This design comes from an exercise in tuning for small area, a short achievable clock period and few clock cycles per item on the open sky130 flow, not from production work. The RTL was checked by simulation tests, not by an equivalence proof against the original design.

==> flow/design.v (excerpt) <==
module nco_waveform (
    input  wire        clk,
    input  wire        rst,         
    input  wire        in_valid,
    output wire        in_ready,
    input  wire [31:0] p_in,
    input  wire [31:0] gain_in,
    input  wire [2:0]  wave_in,
    input  wire [31:0] rng_in,
    output reg         out_valid,
    output reg  [31:0] y_out,
    output reg  [31:0] rng_out
);
    localparam [23:0] D_MANT = 24'hC90FDB;      
    assign in_ready = 1'b1;
    integer i;
    reg v0, v1, v2, v3, v4, v5;
    always @(posedge clk) begin
        if (rst) begin
            v0 <= 1'b0; v1 <= 1'b0; v2 <= 1'b0; v3 <= 1'b0; v4 <= 1'b0; v5 <= 1'b0;
            out_valid <= 1'b0;
        end else begin
            v0 <= in_valid; v1 <= v0; v2 <= v1; v3 <= v2; v4 <= v3; v5 <= v4;
            out_valid <= v5;
        end
    end
    reg [30:0] p0;
    reg [23:0] pxn0;                      
    reg        pnz0;                      
    reg [31:0] g0, r0;
    reg [2:0]  w0;
    always @(posedge clk) begin
        p0 <= p_in[30:0];
        pxn0 <= ~{(p_in[30:23] != 8'd0), p_in[22:0]};
        pnz0 <= (p_in[30:23] != 8'd0);
        g0 <= gain_in;
        r0 <= rng_in;
        w0 <= wave_in;
    end
    wire is_sq  = (w0 == 3'd1);
    wire is_tri = (w0 == 3'd2);
    wire is_saw = (w0 == 3'd3);
    wire is_nz  = !(is_sq || is_tri || is_saw);
    reg [31:0] ls;
    reg [23:0] kk;
    always @(*) begin
        ls = r0;
        kk = 24'd0;
  ...
For scale: ~690 flip-flops, about 170 I/O pins, roughly 0.047 mm² of cells after synthesis.
export LEC_CHECK = 0
export CAP_MARGIN = 50
export CORE_MARGIN = 2
export CORE_UTILIZATION = 70
export CTS_CLUSTER_DIAMETER = 100
export CTS_CLUSTER_SIZE = 30
export PLACE_DENSITY = 0.8
export SLEW_MARGIN = 70
export SYNTH_HIERARCHICAL = 1
create_clock -name core_clock -period 22.0 [get_ports {clk}]
standard.sh (not shown) runs the stock make flow with config.mk's settings and CLKGATE_MAP_FILE= SYNTH_SCRIPT=/design/flow/synth_recipe.tcl, a recipe that flattens the netlist after the stock synthesis.
==> flow/flow/run.sh <==
#!/bin/bash
# Layout: the standard flow (standard.sh, all steps unchanged), with the input and
# output port buffers that placement inserts made from sky130_fd_sc_hd__buf_2 cells.
# The make output goes to standard.log; ORFS's own per-step logs stay under orfs/logs/.
set -euo pipefail
export BUFFER_PORTS_ARGS="-buffer_cell sky130_fd_sc_hd__buf_2"
bash standard.sh finish > standard.log 2>&1
Testbench counts at the start, summed over its fixed seeds: cycles 3,256, items 3,200.
Next try:
==> flow/run.sh (new file) <==
#!/bin/bash
# synth_recipe.tcl (not shown) runs the flow's synth.tcl, then flattens the netlist and writes it again
# the make line also repeats each setting of config.mk as NAME=value (left out here)
make -C /OpenROAD-flow-scripts/flow DESIGN_CONFIG=/design/flow/config.mk WORK_HOME=/design/flow/orfs CLKGATE_MAP_FILE= SYNTH_SCRIPT=/design/flow/synth_recipe.tcl finish
--- a/flow/config.mk
+++ b/flow/config.mk
@@ -10 +10 @@
-export CORE_UTILIZATION = 70
+export CORE_UTILIZATION = 60
@@ -13 +13 @@
-export PLACE_DENSITY = 0.8
+export PLACE_DENSITY = 0.7
removed: flow/flow/run.sh
removed: flow/standard.sh
Result:
- The changed run produced a clean layout
- sequential cell count is unchanged
- via count goes down by 2.5%
- die area goes up by 16%
- count of clock-buffer cells in the layout goes up by 4
- global-route usage goes down by 5.6 points
- first-iteration DRC count goes down by 13%
- design area goes up by 2.2%
Next try:
--- a/flow/config.mk
+++ b/flow/config.mk
@@ -10 +10 @@
-export CORE_UTILIZATION = 60
+export CORE_UTILIZATION = 50
@@ -13 +12,0 @@
-export PLACE_DENSITY = 0.7
The new run produced a clean layout; worst setup slack is worse by 0.029 ns; global-route usage is lower by 4.6 points; routed wire length is higher by 2.5%; design area is higher by 1.1%; clock skew stays flat; via count is lower by 2.2%; final cell count is higher by 3.9%.

========
Another version of the RTL of nco_waveform (not shown whole).
For scale: about 4800 cells after synthesis.
clock: 22.0 ns
lec_check: 0
cap_margin: 50
core_margin: 2
core_utilization: 30
slew_margin: 70
synth_hierarchical: 1
run.sh (not shown) runs the stock make flow with config.mk's settings and CLKGATE_MAP_FILE= SYNTH_SCRIPT=/design/flow/synth_recipe.tcl, a recipe that flattens the netlist after the stock synthesis.
Stock flow here: none of the scripts above is used.
Testbench counts at the start, summed over its fixed seeds: cycles 3,256, items 3,200.
Change:
- CAP_MARGIN: 50 -> 20
- CORE_UTILIZATION: 30 -> 50
- CTS_BUF_LIST: not set -> sky130_fd_sc_hd__clkbuf_4 sky130_fd_sc_hd__clkbuf_8
- SLEW_MARGIN: 70 -> 20
Wire length came out lower by 4.9%.
Sequential cell count does not change.
Worst setup slack is worse by 400 ps.
Cell count came out lower by 12%.
Sequential share of layout area came out higher by 1.1 points.
Synthesized area does not change.
Utilization came out higher by 21 points.
Count of clock-buffer cells in the layout came out higher by 57.
Hold slack barely changes.
Change:
- CORE_UTILIZATION: 50 -> 30
- CTS_BUF_LIST: sky130_fd_sc_hd__clkbuf_4 sky130_fd_sc_hd__clkbuf_8 -> not set
The changed run ran to the end with no violations.
Design area goes up by about 2.4%.
Flip-flop and latch count does not change.
Core utilization goes down by 22 points.

========
nco_waveform, a different RTL version from the one above (not shown whole).
For scale: ~5300 cells after synthesis, roughly 660 flip-flops, about 170 I/O pins, roughly 51000 sq um of cells after synthesis.
Settings: LEC_CHECK=0, CAP_MARGIN=20, CORE_MARGIN=2, CORE_UTILIZATION=30, SLEW_MARGIN=20; clock period 22.0 ns.
Testbench counts at the start, summed over its fixed seeds: cycles 3,256, items 3,200.
Then changed:
- SYNTH_HIERARCHICAL: unset -> 1
Effect: First-iteration DRC count drops by 8.8%; clock skew drops by 25 ps.

========
== run A ==
nco_waveform with an RTL version that a note above also has.
Size: about 4700 cells after synthesis, ~170 I/O pins, about 47000 um2 of cells after synthesis.
==> flow/design.v (excerpt) <==
module nco_waveform (
    input  wire        clk,
    input  wire        rst,         
    input  wire        in_valid,
    output wire        in_ready,
    input  wire [31:0] p_in,
    input  wire [31:0] gain_in,
    input  wire [2:0]  wave_in,
    input  wire [31:0] rng_in,
    output reg         out_valid,
    output reg  [31:0] y_out,
    output reg  [31:0] rng_out
);
export LEC_CHECK = 0
export CAP_MARGIN = 50
export CORE_MARGIN = 2
export CORE_UTILIZATION = 70
export CTS_CLUSTER_DIAMETER = 100
export CTS_CLUSTER_SIZE = 30
export PLACE_DENSITY = 0.8
export SLEW_MARGIN = 70
export SYNTH_HIERARCHICAL = 1
create_clock -name core_clock -period 22.0 [get_ports {clk}]
Testbench counts of run A, summed over its fixed seeds: cycles 3,256, items 3,200.
Here is what was changed in the inputs of run B compared with run A.
==> flow/flow/run.sh (new file) <==
#!/bin/bash
# Layout: the standard flow (standard.sh, all steps unchanged), with the input and
# output port buffers that placement inserts made from sky130_fd_sc_hd__buf_2 cells.
# The make output goes to standard.log; ORFS's own per-step logs stay under orfs/logs/.
set -euo pipefail
export BUFFER_PORTS_ARGS="-buffer_cell sky130_fd_sc_hd__buf_2"
bash standard.sh finish > standard.log 2>&1
==> flow/standard.sh (new file) <==
#!/bin/bash
# synth_recipe.tcl (not shown) runs the flow's synth.tcl, then flattens the netlist and writes it again
# the make line also repeats each setting of config.mk as NAME=value (left out here)
make -C /OpenROAD-flow-scripts/flow DESIGN_CONFIG=/design/flow/config.mk WORK_HOME=/design/flow/orfs CLKGATE_MAP_FILE= SYNTH_SCRIPT=/design/flow/synth_recipe.tcl "${@:-finish}"
diff --git a/flow/config.mk b/flow/config.mk
--- a/flow/config.mk
+++ b/flow/config.mk
@@ -8,8 +8,8 @@
 export CAP_MARGIN = 50
 export CORE_MARGIN = 2
-export CORE_UTILIZATION = 70
+export CORE_UTILIZATION = 60
 export CTS_CLUSTER_DIAMETER = 100
 export CTS_CLUSTER_SIZE = 30
-export PLACE_DENSITY = 0.8
+export PLACE_DENSITY = 0.7
 export SLEW_MARGIN = 70
 export SYNTH_HIERARCHICAL = 1
removed: flow/run.sh
==> notes.md <==
Relative to run A, the worst slack after detailed placement of run B is higher by 38 ps.
In run B the number of diodes turned out 1 lower than in run A.
Run A vs run B, kind of critical path: flop to output port vs flop to flop
Relative to run A, met1 routing resource usage after global routing has gone down in run B.
In summary, run B completed successfully, with a layout that passed the timing, design-rule and antenna checks.
The following lists how run C was set up differently from run B:
diff --git a/flow/config.mk b/flow/config.mk
--- a/flow/config.mk
+++ b/flow/config.mk
@@ -8,8 +8,7 @@
 export CAP_MARGIN = 50
 export CORE_MARGIN = 2
-export CORE_UTILIZATION = 60
+export CORE_UTILIZATION = 50
 export CTS_CLUSTER_DIAMETER = 100
 export CTS_CLUSTER_SIZE = 30
-export PLACE_DENSITY = 0.7
 export SLEW_MARGIN = 70
 export SYNTH_HIERARCHICAL = 1
[summary]
- Of run C and run B, the lower share of post-route cells with drive strength above 1 belongs to run B.
- Per the comparison of run C with run B, placed standard-cell area up 1.1%, count of different cell masters after synthesis flat.
- Run C vs run B on data arrival time of the critical path: run C is the higher one.
- Maximum frequency from static timing analysis, run C and run B, lower one = run C.
- Higher chip height goes to run C over run B.
- Going from run B to run C, worst setup slack -110 ps, clock-cell share of area now larger, met1 usage lost 4.6 points, via count of the routed design now smaller.

========
Another version of the RTL of nco_waveform (not shown whole).
Size in the first run: ~4700 cells after synthesis, ~700 flip-flops, ~170 I/O pins, ~0.047 mm^2 of cells after synthesis.
Design nco_waveform, start of the top module:
module nco_waveform (
    input  wire        clk,
    input  wire        rst,         
    input  wire        in_valid,
    output wire        in_ready,
    input  wire [31:0] p_in,
    input  wire [31:0] gain_in,
    input  wire [2:0]  wave_in,
    input  wire [31:0] rng_in,
    output reg         out_valid,
    output reg  [31:0] y_out,
    output reg  [31:0] rng_out
);
export LEC_CHECK = 0
export CAP_MARGIN = 50
export CORE_MARGIN = 2
export CORE_UTILIZATION = 50
export CTS_CLUSTER_DIAMETER = 100
export CTS_CLUSTER_SIZE = 30
export SLEW_MARGIN = 70
export SYNTH_HIERARCHICAL = 1
create_clock -name core_clock -period 22.0 [get_ports {clk}]
Stock flow here: none of the scripts above is used.
Testbench counts at the start, summed over its fixed seeds: cycles 3,256, items 3,200.
Next try:
==> flow/flow/run.sh (new file) <==
#!/bin/bash
# Layout: the standard flow (standard.sh, all steps unchanged), with the input and
# output port buffers that placement inserts made from sky130_fd_sc_hd__buf_2 cells.
# The make output goes to standard.log; ORFS's own per-step logs stay under orfs/logs/.
set -euo pipefail
export BUFFER_PORTS_ARGS="-buffer_cell sky130_fd_sc_hd__buf_2"
bash standard.sh finish > standard.log 2>&1
==> flow/standard.sh (new file) <==
#!/bin/bash
# synth_recipe.tcl (not shown) runs the flow's synth.tcl, then flattens the netlist and writes it again
# the make line also repeats each setting of config.mk as NAME=value (left out here)
make -C /OpenROAD-flow-scripts/flow DESIGN_CONFIG=/design/flow/config.mk WORK_HOME=/design/flow/orfs CLKGATE_MAP_FILE= SYNTH_SCRIPT=/design/flow/synth_recipe.tcl "${@:-finish}"
removed: flow/run.sh
Result: Worst setup slack is better by 0.090 ns. Final cell count barely changes. Register-to-register slack is better by 0.09 ns. Via count is lower slightly. Die area does not change. Cell area is lower slightly. Core utilization is lower by 0.74 points.

[port drivers added, routing unchanged]
Ports are ideal in the flow. The routed layouts listed here were re-timed in OpenROAD.
Step 1 sets driving cells, clkbuf_16 on the clock port and buf_2 on the other inputs (assumed; they add their load-dependent delay and slew).
Step 2, shift: input delay + t, output delay - t, t = (earliest + latest rising clock arrival at the registers) / 2. This alone moves slack from input paths to output paths.
Slacks: ideal ports / drivers / drivers and shift; pairs: ideal ports / drivers.
run | t (ns) | setup slack, ns | hold slack, ns | worst data-port slew with drivers (ns)
the first run of note 1 | 0.701 | 16.248 / 16.248 / 16.248 | 0.322 / 0.322 / 0.322 | 0.04
the second run of note 1 | 0.697 | 16.010 / 15.945 / 16.372 | 0.322 / 0.322 / 0.322 | 0.06
the third run of note 1 | 0.697 | 15.981 / 15.916 / 16.359 | 0.301 / 0.301 / 0.301 | 0.05
the first run of note 2 | 0.732 | 15.999 / 15.931 / 15.999 | 0.319 / 0.319 / 0.319 | 0.06
the second run of note 2 | 0.791 | 15.596 / 15.596 / 15.596 | 0.317 / 0.317 / 0.317 | 0.12
the third run of note 2 | 0.750 | 14.949 / 14.949 / 14.949 | 0.319 / 0.319 / 0.319 | 0.05
the first run of note 3 | 0.732 | 14.153 / 14.153 / 14.153 | 0.272 / 0.272 / 0.272 | 0.14
the second run of note 3 | 0.739 | 14.710 / 14.710 / 14.710 | 0.291 / 0.291 / 0.291 | 0.16
run A | 0.704 | 15.991 / 15.928 / 16.269 | 0.315 / 0.315 / 0.315 | 0.09
run B | 0.695 | 16.325 / 16.325 / 16.325 | 0.325 / 0.325 / 0.325 | 0.06
run C | 0.687 | 16.220 / 16.220 / 16.220 | 0.311 / 0.311 / 0.311 | 0.05
the first run of note 5 | 0.683 | 15.850 / 15.850 / 15.850 | 0.327 / 0.327 / 0.327 | 0.07
the second run of note 5 | 0.702 | 15.940 / 15.940 / 15.940 | 0.327 / 0.327 / 0.327 | 0.04
After both steps every run listed still meets setup and hold.
